What follows belongs to an exercise in optimizing a design on an open flow for small area; a production flow would make more cautious choices. The RTL was checked by simulation tests, not by an equivalence proof against the original design. No driver is modelled on the clock port, so clock power and skew are understated where the tree is cut down; a real chip needs a root buffer or a tree. Power and IR drop assume default switching activity.

==> flow/design.v (excerpt) <==
module gamepad_sampler (
    input  wire        clk,
    input  wire        rst_n,
    input  wire        bus_clock,
    input  wire        bus_data,
    input  wire        bus_latch,
    input  wire        go_in,
    input  wire        reset_in,
    input  wire        tick,
    input  wire        cmd_valid,
    input  wire [7:0]  cmd,
    input  wire        flash_done,
    input  wire        flash_ok,
    output wire        rsp_valid,
    output wire [31:0] rsp_data,
    output wire [1:0]  rsp_err,
    output wire        sampler_en,
    output wire        flash_en,
    output wire [1:0]  pin_sel,
    output wire        flash_start,
    output wire [7:0]  led,
    output wire        view_valid,
    output wire [31:0] view_frame,
    output wire        alive,
    output wire        silence_warn,
    output wire        attempt_fail,
    output wire        session_done,
    output wire [1:0]  session_result
);
clock: 10.0 ns
lec_check: 0
abc_area: 1
cap_margin: 5
core_margin: 2
core_utilization: 55
slew_margin: 5
standard.sh (not shown) runs the stock make flow with config.mk's settings and CLKGATE_MAP_FILE= SYNTH_SCRIPT=/design/flow/synth_recipe.tcl, a recipe that flattens the netlist after the stock synthesis.
==> flow/flow/run.sh <==
#!/bin/bash
# Layout flow: the standard layout (standard.sh: ORFS synthesis with
# the standard flow's synthesis script, floorplan, power grid, tap cells, placement, CTS,
# routing), with these changes:
# - synthesis maps the logic with an area-oriented ABC script
#   (flow/abc_area.script, used in place of ORFS's scripts/abc_area.script
#   through a copy of ORFS's scripts folder); the flip-flops and the passes
#   before ABC are unchanged, so the registers keep their names and cells;
# - the port buffers that global placement inserts on every input and output
#   are sky130_fd_sc_hd__buf_1;
# - clock tree synthesis uses small clock buffers and inserts no dummy loads.
set -euo pipefail
rm -rf scripts_area
cp -r "$FLOW_HOME/scripts" scripts_area
cp flow/abc_area.script scripts_area/abc_area.script
export SCRIPTS_DIR="$PWD/scripts_area"
export BUFFER_PORTS_ARGS="-buffer_cell sky130_fd_sc_hd__buf_1"
export CTS_ARGS="-sink_clustering_enable -repair_clock_nets -dont_use_dummy_load -root_buf sky130_fd_sc_hd__clkbuf_4 -buf_list {sky130_fd_sc_hd__clkbuf_8}"
bash standard.sh > standard.log 2>&1
==> flow/flow/abc_area.script <==
strash
&get -n
&fraig -x
&put
dc2
strash
&get -n
&dch -f
&nf -R 1000 -p
&put
The first run ran to the end with no violations.
Change:
- CAP_MARGIN: 5 -> 20
- CORE_UTILIZATION: 55 -> 62
- SLEW_MARGIN: 5 -> 20
Register-to-register slack gets better by 20 ps; non-clock buffer count does not change; final area falls by 0.38%; synthesized area stays the same; fmax climbs by 0.52%; critical path depth stays the same; setup slack improved by 31 ps; hold slack barely changes; power barely changes; combinational power barely changes; cell count is lower by 2.9%.
Change:
--- a/flow/flow/run.sh
+++ b/flow/flow/run.sh
@@ -17,3 +17,3 @@
 export BUFFER_PORTS_ARGS="-buffer_cell sky130_fd_sc_hd__buf_1"
-export CTS_ARGS="-sink_clustering_enable -repair_clock_nets -dont_use_dummy_load -root_buf sky130_fd_sc_hd__clkbuf_4 -buf_list {sky130_fd_sc_hd__clkbuf_8}"
+export CTS_ARGS="-sink_clustering_enable -repair_clock_nets -dont_use_dummy_load -buf_list {sky130_fd_sc_hd__clkbuf_8}"
 bash standard.sh > standard.log 2>&1
- CORE_UTILIZATION: 62 -> 55
=> Worst setup slack gets better by 68 ps. Register-to-register slack loses 80 ps. First-iteration DRC count decreases by 29%. Non-clock buffer count does not change. Final cell count rises by 3.1%. Clock-buffer cell count does not change. Die area rose by 12%. Flip-flop and latch count does not change. Synthesized cell count does not change. Sequential power barely changes.

* * *

gamepad_sampler again, from the RTL that the note above started with.
Design gamepad_sampler, start of the top module:
module gamepad_sampler (
    input  wire        clk,
    input  wire        rst_n,
    input  wire        bus_clock,
    input  wire        bus_data,
    input  wire        bus_latch,
    input  wire        go_in,
    input  wire        reset_in,
    input  wire        tick,
    input  wire        cmd_valid,
    input  wire [7:0]  cmd,
    input  wire        flash_done,
    input  wire        flash_ok,
    output wire        rsp_valid,
    output wire [31:0] rsp_data,
    output wire [1:0]  rsp_err,
    output wire        sampler_en,
    output wire        flash_en,
    output wire [1:0]  pin_sel,
    output wire        flash_start,
    output wire [7:0]  led,
    output wire        view_valid,
    output wire [31:0] view_frame,
    output wire        alive,
    output wire        silence_warn,
    output wire        attempt_fail,
    output wire        session_done,
    output wire [1:0]  session_result
);
==> flow/config.mk <==
export PLATFORM = sky130hd
export DESIGN_NAME = gamepad_sampler
export DESIGN_NICKNAME = gamepad_sampler
export VERILOG_FILES = /design/flow/design.v
export SDC_FILE = /design/flow/constraint.sdc
export NUM_CORES = 4
export LEC_CHECK = 0
export ABC_AREA = 1
export CAP_MARGIN = 20
export CORE_MARGIN = 2
export CORE_UTILIZATION = 55
export SLEW_MARGIN = 20
==> flow/constraint.sdc <==
create_clock -name core_clock -period 10.0 [get_ports {clk}]
set_input_delay 2.0000 -clock core_clock [delete_from_list [all_inputs] [get_ports {clk}]]
set_output_delay 2.0000 -clock core_clock [all_outputs]
set_load 0.01 [all_outputs]
==> flow/flow/run.sh <==
#!/bin/bash
# Layout flow: the standard layout (standard.sh: ORFS synthesis with
# the standard flow's synthesis script, floorplan, power grid, tap cells, placement, CTS,
# routing), with these changes:
# - synthesis maps the logic with an area-oriented ABC script
#   (flow/abc_area.script, used in place of ORFS's scripts/abc_area.script
#   through a copy of ORFS's scripts folder); the flip-flops and the passes
#   before ABC are unchanged, so the registers keep their names and cells;
# - the port buffers that global placement inserts on every input and output
#   are sky130_fd_sc_hd__buf_1;
set -euo pipefail
rm -rf scripts_area
cp -r "$FLOW_HOME/scripts" scripts_area
cp flow/abc_area.script scripts_area/abc_area.script
export SCRIPTS_DIR="$PWD/scripts_area"
export BUFFER_PORTS_ARGS="-buffer_cell sky130_fd_sc_hd__buf_1"
export CTS_ARGS="-sink_clustering_enable -repair_clock_nets -dont_use_dummy_load -buf_list {sky130_fd_sc_hd__clkbuf_8}"
bash standard.sh cts > standard_cts.log 2>&1
TRIM_RESULTS="$PWD/orfs/results/sky130hd/gamepad_sampler/base" TRIM_WRITE=1 \
  CLK_NX=3 CLK_NY=4 CLK_NR=4 CLK_LIMIT=0.110 \
  CLK_LEAF=sky130_fd_sc_hd__clkbuf_8 CLK_ROOT=sky130_fd_sc_hd__clkbuf_4 \
  CLK_LEAF_SMALL=sky130_fd_sc_hd__clkbuf_4 CLK_ROOT_SMALL=sky130_fd_sc_hd__clkbuf_2 \
  openroad -no_init -exit flow/clk_tree.tcl > clk_tree.log 2>&1
bash standard.sh > standard.log 2>&1
==> flow/flow/clk_tree.tcl <==
set res $::env(TRIM_RESULTS)
set platform $::env(FLOW_HOME)/platforms/sky130hd
read_lef $platform/lef/sky130_fd_sc_hd.tlef
read_lef $platform/lef/sky130_fd_sc_hd_merged.lef
read_liberty $platform/lib/sky130_fd_sc_hd__tt_025C_1v80.lib
read_db $res/4_cts.odb
read_sdc $res/4_cts.sdc
source $platform/setRC.tcl

set db [ord::get_db]
set block [ord::get_db_block]
set clk [$block findNet clk]

# the clock tree: buffers and inverters reached from the clock port
set tree_insts {}
set tree_nets {}
set frontier [list $clk]
set sinks {}
while {[llength $frontier] > 0} {
  set net [lindex $frontier 0]
  set frontier [lrange $frontier 1 end]
  foreach it [$net getITerms] {
    if {![$it isInputSignal]} { continue }
    set inst [$it getInst]
    set mname [[$inst getMaster] getName]
    if {[string match "*df*" $mname]} {
      lappend sinks $it
    } else {
      lappend tree_insts $inst
      foreach o [$inst getITerms] {
        if {[$o isOutputSignal] && [$o getNet] ne "NULL"} {
          lappend tree_nets [$o getNet]
          lappend frontier [$o getNet]
        }
      }
    }
  }
}
puts "clock tree: [llength $tree_insts] cells, [llength $tree_nets] nets, [llength $sinks] sinks"
foreach inst $tree_insts { puts "  removing [$inst getName] [[$inst getMaster] getName]" }

# sink positions
set pts {}
foreach it $sinks {
  set b [[$it getInst] getBBox]
  lappend pts [list [expr {([$b xMin] + [$b xMax]) / 2}] [expr {([$b yMin] + [$b yMax]) / 2}] $it]
}
# disconnect sinks and remove the old tree
foreach it $sinks { $it disconnect }
foreach inst $tree_insts { odb::dbInst_destroy $inst }
foreach net $tree_nets { odb::dbNet_destroy $net }

# leaf groups: NX strips by x, each split into NY parts by y, with one leaf
# buffer per group; NR root buffers (0: the clock port drives the leaves)
set nx $::env(CLK_NX); set ny $::env(CLK_NY); set nr $::env(CLK_NR)
set leafm [$db findMaster $::env(CLK_LEAF)]
set rootm [$db findMaster $::env(CLK_ROOT)]
proc split_n {lst n idx} {
  set s [lsort -integer -index $idx $lst]
  set len [llength $s]
  set out {}
  for {set i 0} {$i < $n} {incr i} {
    lappend out [lrange $s [expr {$i * $len / $n}] [expr {($i + 1) * $len / $n - 1}]]
  }
  return $out
}
set groups {}
foreach strip [split_n $pts $nx 0] {
  foreach g [split_n $strip $ny 1] { lappend groups $g }
}
set leaves {}
set k 0
foreach g $groups {
  set sx 0; set sy 0
  foreach p $g { incr sx [lindex $p 0]; incr sy [lindex $p 1] }
  set cx [expr {$sx / [llength $g]}]
  set cy [expr {$sy / [llength $g]}]
  set inst [odb::dbInst_create $block $leafm "clkbuf_leaf_$k"]
  $inst setLocation $cx $cy
  $inst setPlacementStatus PLACED
  set net [odb::dbNet_create $block "clknet_leaf_$k"]
  $net setSigType CLOCK
  [$inst findITerm X] connect $net
  foreach p $g { [lindex $p 2] connect $net }
  lappend leaves [list $inst $cx $cy]
  puts "leaf $k: [llength $g] sinks at ($cx, $cy)"
  incr k
}
if {$nr == 0} {
  foreach l $leaves { [[lindex $l 0] findITerm A] connect $clk }
} else {
  set n [llength $leaves]
  for {set r 0} {$r < $nr} {incr r} {
    set mine [lrange $leaves [expr {$r * $n / $nr}] [expr {($r + 1) * $n / $nr - 1}]]
    set sx 0; set sy 0
    foreach l $mine { incr sx [lindex $l 1]; incr sy [lindex $l 2] }
    set inst [odb::dbInst_create $block $rootm "clkbuf_root_$r"]
    $inst setLocation [expr {$sx / [llength $mine]}] [expr {$sy / [llength $mine]}]
    $inst setPlacementStatus PLACED
    set net [odb::dbNet_create $block "clknet_root_$r"]
    $net setSigType CLOCK
    [$inst findITerm A] connect $clk
    [$inst findITerm X] connect $net
    foreach l $mine { [[lindex $l 0] findITerm A] connect $net }
  }
}

detailed_placement
estimate_parasitics -placement

proc worst_clk_slew {} {
  set worst 0.0
  foreach p [get_pins -hier */CLK] {
    set s [get_property $p slew_max]
    if {$s > $worst} { set worst $s }
  }
  return $worst
}
puts "worst flip-flop clock slew: [worst_clk_slew]"

# downsize buffers while every flip-flop clock pin keeps a slew under the limit
set limit $::env(CLK_LIMIT)
foreach {prefix small} [list clkbuf_leaf_ $::env(CLK_LEAF_SMALL) clkbuf_root_ $::env(CLK_ROOT_SMALL)] {
  foreach inst [$block getInsts] {
    if {![string match "${prefix}*" [$inst getName]]} { continue }
    set big [[$inst getMaster] getName]
    if {$big eq $small} { continue }
    set name [$inst getName]
    replace_cell [get_cells $name] $small
    estimate_parasitics -placement
    if {[worst_clk_slew] > $limit} {
      replace_cell [get_cells $name] $big
      estimate_parasitics -placement
      puts "keep $name $big"
    } else {
      puts "downsize $name to $small"
    }
  }
}
detailed_placement
check_placement -verbose
estimate_parasitics -placement
set area 0.0
foreach inst [$block getInsts] {
  if {[string match "clkbuf_leaf_*" [$inst getName]] || [string match "clkbuf_root_*" [$inst getName]]} {
    set m [$inst getMaster]
    set area [expr {$area + [$m getWidth] * [$m getHeight] / 1e6}]
  }
}
puts "clock buffer area: $area"
puts "final worst flip-flop clock slew: [worst_clk_slew]"
report_clock_skew
report_checks -path_delay min -format end -group_path_count 3
if {[info exists ::env(TRIM_WRITE)]} { write_db $res/4_cts.odb }
Scripts as last shown in full above: flow/flow/abc_area.script
The first run completed with no timing, DRC or antenna violations.
Then changed:
--- a/flow/flow/run.sh
+++ b/flow/flow/run.sh
@@ -20 +20 @@
-  CLK_NX=3 CLK_NY=4 CLK_NR=4 CLK_LIMIT=0.110 \
+  CLK_NX=3 CLK_NY=4 CLK_NR=1 CLK_LIMIT=0.112 \
Outcome: Power shrinks by 1.1%. Fmax shrinks by 6.5%. Sequential power is about the same.
No run of this note takes its clock network from TritonCTS; it comes from the design's own scripts or RTL.

port drivers added, routing unchanged:
How much do the figures lean on ideal ports? The routed layouts below were timed once more, with nothing changed but the port constraints. Step 1, drivers: a clkbuf_16 drives clk and a buf_2 each remaining input, both assumed. Step 2, shift: input delay + t, output delay - t, t = (earliest + latest rising clock arrival at the registers) / 2. This alone moves slack from input paths to output paths. Slacks: ideal / step 1 / step 2; pairs: ideal / step 1.
| run | t (ns) | slack for setup (ns) | hold WS [ns] | worst setup path at the end | slew at the worst register clock pin (ns) |
|---|---|---|---|---|---|
| the first run of note 1 | 0.628 | 3.992 / 3.956 / 4.584 | 0.328 / 0.328 / 0.328 | register to output | 0.10 / 0.10 |
| the second run of note 1 | 0.634 | 4.023 / 3.988 / 4.622 | 0.326 / 0.326 / 0.326 | register to output | 0.09 / 0.09 |
| the third run of note 1 | 0.481 | 4.091 / 4.056 / 4.537 | 0.327 / 0.327 / 0.327 | register to output | 0.10 / 0.10 |
| the first run of note 2 | 0.440 | 4.189 / 4.134 / 4.574 | 0.334 / 0.334 / 0.334 | register to output | 0.10 / 0.10 |
| the second run of note 2 | 0.804 | 3.787 / 3.754 / 4.559 | 0.336 / 0.336 / 0.336 | register to output | 0.11 / 0.11 |
After both steps setup and hold are still met in every run listed.
